Context: an optimization exercise on an open-source flow, tuned for small area, a short achievable clock period and few clock cycles. The choices shown serve that exercise and are no tape-out recipe. In this exercise RTL edits were held to simulation tests only and were not proved equivalent to the original. No activity file was given, so power comes from the tool's default toggle rates.

## design/flow/design.v

```verilog
module ecu_classify (
    input  wire [127:0] win,      
    input  wire [7:0]   len,      
    input  wire [1:0]   sel,      
    output reg  [1:0]   cls,      
    output reg          cls_var   
);
    localparam [127:0] HS_LEG = 128'h31_38_37_38_38_36_39_32_3D_53_53_41_50_2B_54_41;  
    localparam [79:0]  HS_MOD = 80'h4E_4F_49_53_52_45_56_2B_54_41;                    
    wire [7:0] b0 = win[7:0];
    wire [7:0] b1 = win[15:8];
    reg [15:0] eq_leg;
    reg [9:0]  eq_mod;
    integer i, j;
    always @* begin
        for (i = 0; i < 16; i = i + 1)
            eq_leg[i] = (win[8*i +: 8] == HS_LEG[8*i +: 8]);
        for (i = 0; i < 10; i = i + 1)
            eq_mod[i] = (win[8*i +: 8] == HS_MOD[8*i +: 8]);
    end
    reg hs_leg_pre, hs_mod_pre;
    always @* begin
        hs_leg_pre = 1'b1;
        for (i = 0; i < 16; i = i + 1)
            if (i < len && !eq_leg[i]) hs_leg_pre = 1'b0;
        hs_mod_pre = 1'b1;
        for (i = 0; i < 10; i = i + 1)
            if (i < len && !eq_mod[i]) hs_mod_pre = 1'b0;
    end
    wire hs_leg_match = (len >= 8'd16) && (&eq_leg);
    wire hs_mod_match = (len >= 8'd10) && (&eq_mod);
    wire hs_leg_pend  = (len != 8'd0) && (len < 8'd16) && hs_leg_pre;
    wire hs_mod_pend  = (len != 8'd0) && (len < 8'd10) && hs_mod_pre;
    reg [15:0] sum_leg;
    reg [15:0] crc_mod;
    always @* begin
        sum_leg = 16'd0;
        for (i = 0; i < 14; i = i + 1)
            sum_leg = sum_leg + {8'd0, win[8*i +: 8]};
        crc_mod = 16'h7F3C;
        for (i = 0; i < 14; i = i + 1) begin
            crc_mod = crc_mod ^ {8'd0, win[8*i +: 8]};
            for (j = 0; j < 8; j = j + 1)
                if (crc_mod[0]) crc_mod = (crc_mod >> 1) ^ 16'hA001;
                else            crc_mod = crc_mod >> 1;
        end
    end
    wire ck_leg = (sum_leg == {win[119:112], win[127:120]});  
    wire ck_mod = (crc_mod == {win[127:120], win[119:112]});  
    wire fr_leg_match = (len >= 8'd16) && (b0 == 8'hAA) && !b1[7] && ck_leg;
    wire fr_mod_match = (len >= 8'd16) && (b0 == 8'hAA) &&  b1[7] && ck_mod;
    wire fr_leg_pend  = (len != 8'd0) && (len < 8'd16) && (b0 == 8'hAA) && ((len < 8'd2) || !b1[7]);
    wire fr_mod_pend  = (len != 8'd0) && (len < 8'd16) && (b0 == 8'hAA) && ((len < 8'd2) ||  b1[7]);
    wire cand_leg = (sel == 2'd0) || (sel == 2'd1);
    wire cand_mod = (sel == 2'd0) || (sel == 2'd2);
    always @* begin
        cls     = 2'd0;
        cls_var = 1'b0;
        if (cand_leg && hs_leg_match) begin
            cls = 2'd2; cls_var = 1'b0;
        end else if (cand_leg && fr_leg_match) begin
            cls = 2'd3; cls_var = 1'b0;
        end else if (cand_mod && hs_mod_match) begin
            cls = 2'd2; cls_var = 1'b1;
        end else if (cand_mod && fr_mod_match) begin
            cls = 2'd3; cls_var = 1'b1;
        end else if ((cand_leg && (hs_leg_pend || fr_leg_pend)) ||
                     (cand_mod && (hs_mod_pend || fr_mod_pend))) begin
            cls = 2'd1;
        end
    end
endmodule
module ecu_linkbuf (
    input  wire         clk,
    input  wire         rst,
    input  wire         app,       
    input  wire         app_clr,   
    input  wire [7:0]   app_byte,
    input  wire         clr,       
    input  wire         shift,     
    output wire [127:0] win,       
    output reg  [7:0]   len
);
    localparam CAP = 128;
    reg [8*CAP-1:0] data;
    wire [7:0] wr_pos = app_clr ? 8'd0 : len;
    wire       room   = app_clr || (len < CAP);
    integer i;
    always @(posedge clk) begin
        for (i = 0; i < CAP; i = i + 1) begin
            if (app && room && wr_pos == i)
                data[8*i +: 8] <= app_byte;
            else if (shift && i < CAP - 1)
                data[8*i +: 8] <= data[8*(i+1) +: 8];
        end
    end
    always @(posedge clk) begin
        if (rst)
            len <= 8'd0;
        else if (clr)
            len <= 8'd0;
        else if (app && room)
            len <= wr_pos + 8'd1;
        else if (shift && len != 8'd0)
            len <= len - 8'd1;
    end
    assign win = data[127:0];
endmodule
module ecu_proto (
    input  wire         clk,
    input  wire         rst,
    input  wire [31:0]  now,         
    input  wire         op_valid,
    input  wire         op_proc,     
    input  wire         op_link,     
    input  wire [7:0]   op_byte,     
    output wire         op_ready,
    output reg          frm_valid,
    output reg          frm_link,
    output reg          frm_var,     
    output reg  [127:0] frm_data,    
    output reg          err_valid,
    output reg          err_link,
    output reg  [2:0]   err_kind,    
    output reg          tx_valid,
    output reg          tx_link,
    output reg  [7:0]   tx_byte,
    output wire [5:0]   st_cs,       
    output wire [3:0]   st_sel,      
    output wire [15:0]  st_len,      
    output wire [15:0]  st_dcc,      
    output wire [31:0]  st_pkt       
);
    localparam [2:0] CS_DISC = 3'd0, CS_PAIR = 3'd1, CS_PARSE = 3'd2, CS_PER = 3'd3, CS_ERR = 3'd4;
    localparam [2:0] EK_OVF = 3'd2, EK_LOST = 3'd3, EK_MISMATCH = 3'd4;
    localparam [31:0] T_PAIR = 32'd3000, T_STREAM = 32'd550, T_UNACTIVE = 32'd500, T_IDLE = 32'd20;
    localparam [7:0]  DISCONNECT_LIMIT = 8'd30;
    localparam [7:0]  BUF_CAP = 8'd128;
    localparam [2:0] S_IDLE = 3'd0, S_PA = 3'd1, S_PB = 3'd2, S_TX = 3'd3, S_CONS = 3'd4, S_PC = 3'd5;
    localparam [1:0] LIT_HSRSP_LEG = 2'd0, LIT_HSRSP_MOD = 2'd1, LIT_PERREQ_LEG = 2'd2;
    reg [2:0]  state;
    reg        cur;             
    reg [31:0] now_q;           
    reg        started_disc;
    reg        discarded;
    reg [4:0]  cons_cnt;        
    reg [1:0]  tx_lit;
    reg [3:0]  tx_idx;
    reg [5:0]  cs_q;
    reg [3:0]  sel_q;
    reg [15:0] dcc_q;
    reg [31:0] pkt_q;
    reg [63:0] t_last_q;
    reg [63:0] t_entry_q;
    wire [127:0] win0, win1;
    wire [7:0]   len0, len1;
    wire accept_ingest = (state == S_IDLE) && op_valid && !op_proc;
    wire [7:0]  in_len    = op_link ? len1 : len0;
    wire [31:0] in_t_last = op_link ? t_last_q[63:32] : t_last_q[31:0];
    wire        in_idle   = (in_len != 8'd0) && (now - in_t_last > T_IDLE);
    wire        in_room   = in_idle || (in_len < BUF_CAP);
    wire [7:0]   len_c    = cur ? len1 : len0;
    wire [127:0] win_c    = cur ? win1 : win0;
    wire [2:0]   cs_c     = cs_q[3*cur +: 3];
    wire [1:0]   sel_c    = sel_q[2*cur +: 2];
    wire [7:0]   dcc_c    = dcc_q[8*cur +: 8];
    wire [15:0]  pkt_c    = pkt_q[16*cur +: 16];
    wire [31:0]  t_last_c = t_last_q[32*cur +: 32];
    wire [31:0]  t_entry_c = t_entry_q[32*cur +: 32];
    wire idle_clear = (len_c != 8'd0) && (now_q - t_last_c > T_IDLE);
    ecu_linkbuf u_buf0 (
        .clk(clk), .rst(rst),
        .app(accept_ingest && !op_link), .app_clr(in_idle), .app_byte(op_byte),
        .clr(state == S_PC && !cur && idle_clear),
        .shift(state == S_CONS && !cur),
        .win(win0), .len(len0)
    );
    ecu_linkbuf u_buf1 (
        .clk(clk), .rst(rst),
        .app(accept_ingest && op_link), .app_clr(in_idle), .app_byte(op_byte),
        .clr(state == S_PC && cur && idle_clear),
        .shift(state == S_CONS && cur),
        .win(win1), .len(len1)
    );
    wire [1:0] cls;
    wire       cls_var;
    ecu_classify u_cls (.win(win_c), .len(len_c), .sel(sel_c), .cls(cls), .cls_var(cls_var));
    reg [7:0] lit_byte;
    reg [3:0] lit_last;
    always @* begin
        lit_byte = 8'h00;
        case (tx_lit)
            LIT_HSRSP_LEG: begin    
                lit_last = 4'd13;
                case (tx_idx)
                    4'd0: lit_byte = 8'h2B;  4'd1: lit_byte = 8'h50;  4'd2: lit_byte = 8'h41;
                    4'd3: lit_byte = 8'h53;  4'd4: lit_byte = 8'h53;  4'd5: lit_byte = 8'h3D;
                    4'd6: lit_byte = 8'h4F;  4'd7: lit_byte = 8'h4E;  4'd8: lit_byte = 8'h4E;
                    4'd9: lit_byte = 8'h44;  4'd10: lit_byte = 8'h4F; 4'd11: lit_byte = 8'h4E;
                    4'd12: lit_byte = 8'h4B; 4'd13: lit_byte = 8'h45;
                    default: lit_byte = 8'h00;
                endcase
            end
            LIT_HSRSP_MOD: begin
                lit_last = 4'd7;
                case (tx_idx)
                    4'd0: lit_byte = 8'hAA; 4'd1: lit_byte = 8'h13; 4'd2: lit_byte = 8'hEC;
                    4'd3: lit_byte = 8'h07; 4'd4: lit_byte = 8'h01; 4'd5: lit_byte = 8'hF1;
                    4'd6: lit_byte = 8'hA2; 4'd7: lit_byte = 8'h5D;
                    default: lit_byte = 8'h00;
                endcase
            end
            default: begin          
                lit_last = 4'd7;
                case (tx_idx)
                    4'd0: lit_byte = 8'hAA; 4'd1: lit_byte = 8'h13; 4'd2: lit_byte = 8'hEC;
                    4'd3: lit_byte = 8'h07; 4'd4: lit_byte = 8'h09; 4'd5: lit_byte = 8'h6F;
                    4'd6: lit_byte = 8'h28; 4'd7: lit_byte = 8'hD7;
                    default: lit_byte = 8'h00;
                endcase
            end
        endcase
    end
    wire [7:0] dcc_inc = (dcc_c == 8'hFF) ? 8'hFF : dcc_c + 8'd1;
    wire [15:0] pkt_inc = (pkt_c == 16'hFFFF) ? 16'hFFFF : pkt_c + 16'd1;
    assign op_ready = (state == S_IDLE);
    always @(posedge clk) begin
        if (rst) begin
            state        <= S_IDLE;
            cur          <= 1'b0;
            now_q        <= 32'd0;
            started_disc <= 1'b0;
            discarded    <= 1'b0;
            cons_cnt     <= 5'd0;
            tx_lit       <= 2'd0;
            tx_idx       <= 4'd0;
            cs_q         <= 6'd0;
            sel_q        <= 4'd0;
            dcc_q        <= 16'd0;
            pkt_q        <= 32'd0;
            t_last_q     <= 64'd0;
            t_entry_q    <= 64'd0;
            frm_valid    <= 1'b0;
            err_valid    <= 1'b0;
            tx_valid     <= 1'b0;
        end else begin
            frm_valid <= 1'b0;
            err_valid <= 1'b0;
            tx_valid  <= 1'b0;
            case (state)
            S_IDLE: begin
                if (op_valid) begin
                    if (op_proc) begin
                        now_q <= now;
                        cur   <= 1'b0;
                        state <= S_PA;
                    end else begin
                        if (in_room) begin
                            t_last_q[32*op_link +: 32] <= now;
                        end else begin
                            err_valid <= 1'b1;
                            err_link  <= op_link;
                            err_kind  <= EK_OVF;
                        end
                    end
                end
            end
            S_PA: begin
                discarded <= 1'b0;
                state     <= S_PB;
                case (cs_c)
                    CS_ERR: begin                                         
                        dcc_q[8*cur +: 8]       <= 8'd0;
                        cs_q[3*cur +: 3]        <= CS_DISC;
                        t_entry_q[32*cur +: 32] <= now_q;
                        sel_q[2*cur +: 2]       <= 2'd0;
                        started_disc            <= 1'b1;
                    end
                    CS_PER: begin                                         
                        cs_q[3*cur +: 3]        <= CS_PARSE;
                        t_entry_q[32*cur +: 32] <= now_q;
                        pkt_q[16*cur +: 16]     <= 16'd0;
                        started_disc            <= 1'b0;
                    end
                    CS_DISC: begin
                        started_disc <= 1'b1;
                        if (dcc_c > DISCONNECT_LIMIT) begin               
                            cs_q[3*cur +: 3]        <= CS_ERR;
                            t_entry_q[32*cur +: 32] <= now_q;
                            err_valid <= 1'b1;
                            err_link  <= cur;
                            err_kind  <= EK_MISMATCH;
                            if (cur) state <= S_IDLE;
                            else begin cur <= 1'b1; state <= S_PA; end
                        end
                    end
                    CS_PAIR: begin
                        if (now_q - t_entry_c > T_PAIR) begin             
                            dcc_q[8*cur +: 8]       <= dcc_inc;
                            cs_q[3*cur +: 3]        <= CS_DISC;
                            t_entry_q[32*cur +: 32] <= now_q;
                            sel_q[2*cur +: 2]       <= 2'd0;
                            started_disc            <= 1'b1;
                        end else
                            started_disc <= 1'b0;
                    end
                    default: begin                                        
                        if (now_q - t_last_c > T_UNACTIVE) begin          
                            err_valid <= 1'b1;
                            err_link  <= cur;
                            err_kind  <= EK_LOST;
                            dcc_q[8*cur +: 8]       <= dcc_inc;
                            cs_q[3*cur +: 3]        <= CS_DISC;
                            t_entry_q[32*cur +: 32] <= now_q;
                            sel_q[2*cur +: 2]       <= 2'd0;
                            started_disc            <= 1'b1;
                        end else begin
                            started_disc <= 1'b0;
                            if (now_q - t_entry_c >= T_STREAM) begin      
                                cs_q[3*cur +: 3]        <= CS_PER;
                                t_entry_q[32*cur +: 32] <= now_q;
                                if (sel_c == 2'd1) begin
                                    tx_lit   <= LIT_PERREQ_LEG;
                                    tx_idx   <= 4'd0;
                                    cons_cnt <= 5'd0;
                                    state    <= S_TX;
                                end
                            end
                        end
                    end
                endcase
            end
            S_PB: begin
                if (len_c == 8'd0 || cls == 2'd1) begin
                    state <= S_PC;
                end else if (cls == 2'd2) begin                           
                    case (cs_c)
                        CS_DISC: begin                                    
                            sel_q[2*cur +: 2]       <= cls_var ? 2'd2 : 2'd1;
                            cs_q[3*cur +: 3]        <= CS_PAIR;
                            t_entry_q[32*cur +: 32] <= now_q;
                            cons_cnt <= cls_var ? 5'd10 : 5'd16;
                            tx_lit   <= cls_var ? LIT_HSRSP_MOD : LIT_HSRSP_LEG;
                            tx_idx   <= 4'd0;
                            state    <= S_TX;
                        end
                        CS_PAIR: begin                                    
                            cons_cnt <= cls_var ? 5'd10 : 5'd16;
                            state    <= S_CONS;
                        end
                        default: begin                                    
                            dcc_q[8*cur +: 8]       <= dcc_inc;
                            cs_q[3*cur +: 3]        <= CS_DISC;
                            t_entry_q[32*cur +: 32] <= now_q;
                            sel_q[2*cur +: 2]       <= 2'd0;
                        end
                    endcase
                end else if (cls == 2'd3) begin                           
                    if (cs_c == CS_DISC || cs_c == CS_PAIR) begin         
                        sel_q[2*cur +: 2]       <= cls_var ? 2'd2 : 2'd1;
                        cs_q[3*cur +: 3]        <= CS_PARSE;
                        t_entry_q[32*cur +: 32] <= now_q;
                        pkt_q[16*cur +: 16]     <= 16'd1;
                    end else begin
                        pkt_q[16*cur +: 16]     <= pkt_inc;
                    end
                    dcc_q[8*cur +: 8] <= 8'd0;
                    frm_valid <= 1'b1;
                    frm_link  <= cur;
                    frm_var   <= cls_var;
                    frm_data  <= win_c;
                    cons_cnt  <= 5'd16;
                    state     <= S_CONS;
                end else begin                                            
                    if (cs_c == CS_DISC) begin                            
                        discarded <= 1'b1;
                        cons_cnt  <= 5'd1;
                        state     <= S_CONS;
                    end else begin                                        
                        dcc_q[8*cur +: 8]       <= dcc_inc;
                        cs_q[3*cur +: 3]        <= CS_DISC;
                        t_entry_q[32*cur +: 32] <= now_q;
                        sel_q[2*cur +: 2]       <= 2'd0;
                    end
                end
            end
            S_TX: begin
                tx_valid <= 1'b1;
                tx_link  <= cur;
                tx_byte  <= lit_byte;
                tx_idx   <= tx_idx + 4'd1;
                if (tx_idx == lit_last)
                    state <= (cons_cnt != 5'd0) ? S_CONS : S_PB;
            end
            S_CONS: begin
                cons_cnt <= cons_cnt - 5'd1;
                if (cons_cnt == 5'd1)
                    state <= S_PB;
            end
            S_PC: begin
                if (started_disc && cs_c == CS_DISC && discarded)
                    dcc_q[8*cur +: 8] <= dcc_inc;
                if (cur) state <= S_IDLE;
                else begin cur <= 1'b1; state <= S_PA; end
            end
            default: state <= S_IDLE;
            endcase
        end
    end
    assign st_cs  = cs_q;
    assign st_sel = sel_q;
    assign st_len = {len1, len0};
    assign st_dcc = dcc_q;
    assign st_pkt = pkt_q;
endmodule
```

## design/flow/run.sh

```bash
#!/bin/bash
# synth_recipe.tcl (not shown) runs the flow's synth.tcl, then flattens the netlist and writes it again
# the make line also repeats each setting of config.mk as NAME=value (left out here)
make -C /OpenROAD-flow-scripts/flow DESIGN_CONFIG=/design/flow/config.mk WORK_HOME=/design/flow/orfs CLKGATE_MAP_FILE= SYNTH_SCRIPT=/design/flow/synth_recipe.tcl finish
```

## design/flow/config.mk

```make
export PLATFORM = sky130hd
export DESIGN_NAME = ecu_proto
export DESIGN_NICKNAME = ecu_proto
export VERILOG_FILES = /design/flow/design.v
export SDC_FILE = /design/flow/constraint.sdc
export NUM_CORES = 4
export LEC_CHECK = 0
export CAP_MARGIN = 20
export CORE_MARGIN = 2
export CORE_UTILIZATION = 40
export SLEW_MARGIN = 20
```

## design/flow/constraint.sdc

```tcl
create_clock -name core_clock -period 12.0 [get_ports {clk}]
set_input_delay 2.4000 -clock core_clock [delete_from_list [all_inputs] [get_ports {clk}]]
set_output_delay 2.4000 -clock core_clock [all_outputs]
set_load 0.01 [all_outputs]
```

==> flow_summary_export.csv <==
group,metric,value,unit
outcome,status,"finished clean",
cts,clk_pin_slew,0.06,ns
cells_and_area,syn_to_final_growth,12.9,%
sta,setup_violations,0,
sta,rsz0062_at_grt,"no",
global_route,grt_use_total,20.8,%
die,die_height,559,um
logic_synthesis,yosys.area.top_type_share,53.5,%
cts,clock_latency,0.87,ns
sta,period_share,86.9,%
cts,cts_root_buf,"clkbuf_16",
logic_synthesis,synthCells,8723,
cts,cts.path.max_buffers,4,
sta,max_freq,95.9,MHz
cts,cts_tree,"done",
pwr,power_leakage,47.8,nW
critical_path,critPathKind,"flop to flop",
sta,min_period,10.43,ns
drt,drt_iter0_markers,6263,
drt,route.detailed.drc,0,
critical_path,r2r_slack,1.57,ns
placed_design,gp_congestion,0.910,
logic_synthesis,synth_edf_count,2191,
cts,post_cts_buffers,0,
drt,ant_nets,0,
global_route,grt_pass1_wl,490000,um
global_route,overflow,0,
logic_synthesis,syn_avg_cell_area,14.1,sq um
sta,finalSetupTns,0,ns
sta,holdWs,0.470,ns
drt,wire_per_inst,25.2,um
cells_and_area,nets,9159,
sta,hold_violations,0,
logic_synthesis,synth_common_cells,"2191 x edfxtp_1, 2114 x mux2_2, 582 x nand2_1",
logic_synthesis,syn_nets,9013,
hold_path,hp-class,"flop to flop",
logic_synthesis,yosys.area_share.simple,7.11,%
placed_design,port_buffers,265,
logic_synthesis,ys_seq_area_share,57.9,%
critical_path,worstPathMaxFanout,55,
sta,skew,0.0797,ns
sta,worst_pin_slew,1.22,ns
placed_design,place_worst_setup_slack,1.14,ns
cts,numCtsBuffers,278,
cells_and_area,layout-drive-gt1-share,31.2,%
job,maxCapViolations,0,
global_route,antenna_found_initial,2,
critical_path,crit_required,12.72,ns
logic_synthesis,synth.area.top_cells,"edfxtp_1 53%, mux2_2 19%, dfxtp_1 4.4%",
logic_synthesis,synth_compound_area_share,3.77,%
critical_path,ff2ff_path_depth,29,
cts,clock-sinks,2463,
logic_synthesis,synth-xor-area-share,3.55,%
drt,drt-total-wl,332000,um
drt,drt_pass1_iterations,6,
sta,fin_ws,1.57,ns
logic_synthesis,synth.most_common_cell,"edfxtp_1",
placed_design,dp_hpwl,222000,um
logic_synthesis,synthArstFlopShare,0,%
die,start_util,40.2,%
logic_synthesis,synth_top_family_by_area,"multiplexers",
logic_synthesis,yosysWarnings,4,
sta,timing.slew.headroom,16.4,%
logic_synthesis,syn-cell-area,123000,sq um
cts,ctsResizeCount,0,
die,row_count,203,
cts,ctsHoldBuffers,0,
pwr,powerDensity,228,nW/um^2
sta,maxSlewViolCount,0,
logic_synthesis,yosys-mux-area-fraction,22.2,%
pwr,ir_drop,0.757,mV
die,dieArea,312000,sq um
global_route,grt_pass1_vias,75400,
critical_path,cp-end-kind,"flop",
logic_synthesis,synth_cell_types,105,
logic_synthesis,synth_seq_cells,2463,
logic_synthesis,yosysTopAreaCell,"edfxtp_1",
critical_path,crit_arrival,11.15,ns
critical_path,crit_slowest_cell,"dfxtp_4",
critical_path,cp_common_cell,"fa_1",
drt,routed-via-count,73400,
global_route,grt_max_degree,167,
die,pin_count,266,
drt,routed_via_density,5.57,
hold_path,worst_hold_path.num_cells,2,
critical_path,slowest_delay,0.91,ns
critical_path,crit_path_start_kind,"flop",
die,coreArea,306000,sq um
logic_synthesis,synth_ff_type,"edfxtp_1",
cts,h-tree-depth,5,
die,die_x,559,um
logic_synthesis,synthAdderAreaFrac,3.04,%
placed cells by master (no fill, tap or decap), drive strengths merged, types with 159 or more instances in the layout:
cell type and count:
edfxtp 2191, clkbuf 344, o21ai 170, inv 244
clkdlybuf4s50 255, nand2 582, xnor2 228, nand2b 170
mux2i 344, nand3 159, a21oi 231, mux2 2115
nor2 307, dfxtp 272
critical path, delay by kind of cell (launching register included):
kind                     cells  cell delay (ns)
buffers and inverters        6             1.51
adder cells (fa/ha/maj)      7             3.24
XOR/XNOR                     2             0.27
multiplexers                 1             0.52
flip-flops                   1             0.91
AO/OA/AOI/OAI                4             1.11
AND/OR/NAND/NOR              9             2.61
final cells by class:
type / count / area [sq um]
fillers: 26900 / 167000
multi-input cells: 5522 / 49200
inverters: 230 / 866
well taps: 4100 / 5130
clock inverters: 142 / 1350
repair buffers: 374 / 3570
clock buffers: 344 / 7460
diodes: 3 / 7.51
flip-flops and latches: 2463 / 71200
metal layers:
layer	GRT usage (%)	part of all wire, %	vias to the layer above
li1	-	-	33000
met1	27.9	43	37400
met2	34.0	47	2446
met3	3.59	6.7	506
met4	6.86	3.1	0
met5	0	0	-
path summary, 6_finish.rpt:
kind                               start       end
worst max-delay path                 cur      flop
worst min-delay path            sel_q[1]  sel_q[1]
worst max register to register       cur      flop
worst min register to register  sel_q[1]  sel_q[1]
per-stage QoR:
stage               util [%]  area (sq um)  std cells  total power, mW
floorplan                  -        123000       8723             20.9
global placement        42.4        130000      12700             23.2
detailed placement      42.5        130000      12700             23.4
CTS                     45.4        139000      13200             31.8
global route            45.4        139000      13200             33.2
finish                  45.4        139000      13200             31.7
cells by family (layout without fill, tap and decap cells):
| kind of cell | after synthesis | in the layout |
|---|---|---|
| buf+inv | 738 | 1090 |
| fa+ha+maj | 245 | 245 |
| xor+xnor | 393 | 393 |
| compound gates | 722 | 722 |
| other cells | 0 | 3 |
| mux | 2459 | 2459 |
| simple gates | 1703 | 1703 |
| flops | 2463 | 2463 |
power breakdown:
part / switching [mW] / internal (mW) / total, mW
Combinational: 6.83 / 6.24 / 13.1
Sequential: 0.263 / 10.0 / 10.3
Clock: 3.47 / 4.88 / 8.35
Total: 10.6 / 21.1 / 31.7
sequential cells by signal, summed over array words and instances, names as in the netlist, 4 cells and up, named ones only:
| register | count |
|---|---|
| frm_data | 128 |
| tx_idx | 4 |
| u_buf1.len | 8 |
| tx_byte | 8 |
| u_buf0.data | 1024 |
| dcc_q | 16 |
| u_buf0.len | 8 |
| now_q | 32 |
| u_buf1.data | 1024 |
| sel_q | 4 |
| cons_cnt | 5 |
Testbench counts, summed over its fixed seeds: cycles 324,833.

[afterwards: timing with drivers on the ports]
The flow's constraints put no driver on any port. The routed layout listed below was extracted and timed again, unchanged, in two steps. Step 1 sets driving cells, clkbuf_16 on the clock port and buf_2 on the other inputs (assumed; they add their load-dependent delay and slew). Step 2 also shifts input and output timing later by t, the mid clock arrival at the registers, as if the neighbouring blocks saw the same clock. a / b / c = ideal / step 1 / step 2; a / b = the first two.
t, ns: 0.918
slack for setup (ns): 1.570 / 1.570 / 0.898
clock arrival spread, ns: 0.081 / 0.081
cell pins on the clock port's net: 1
After both steps setup and hold are still met in this run. The setup slack of this run moves by 0.000 ns with the drivers and by -0.672 ns with both steps.
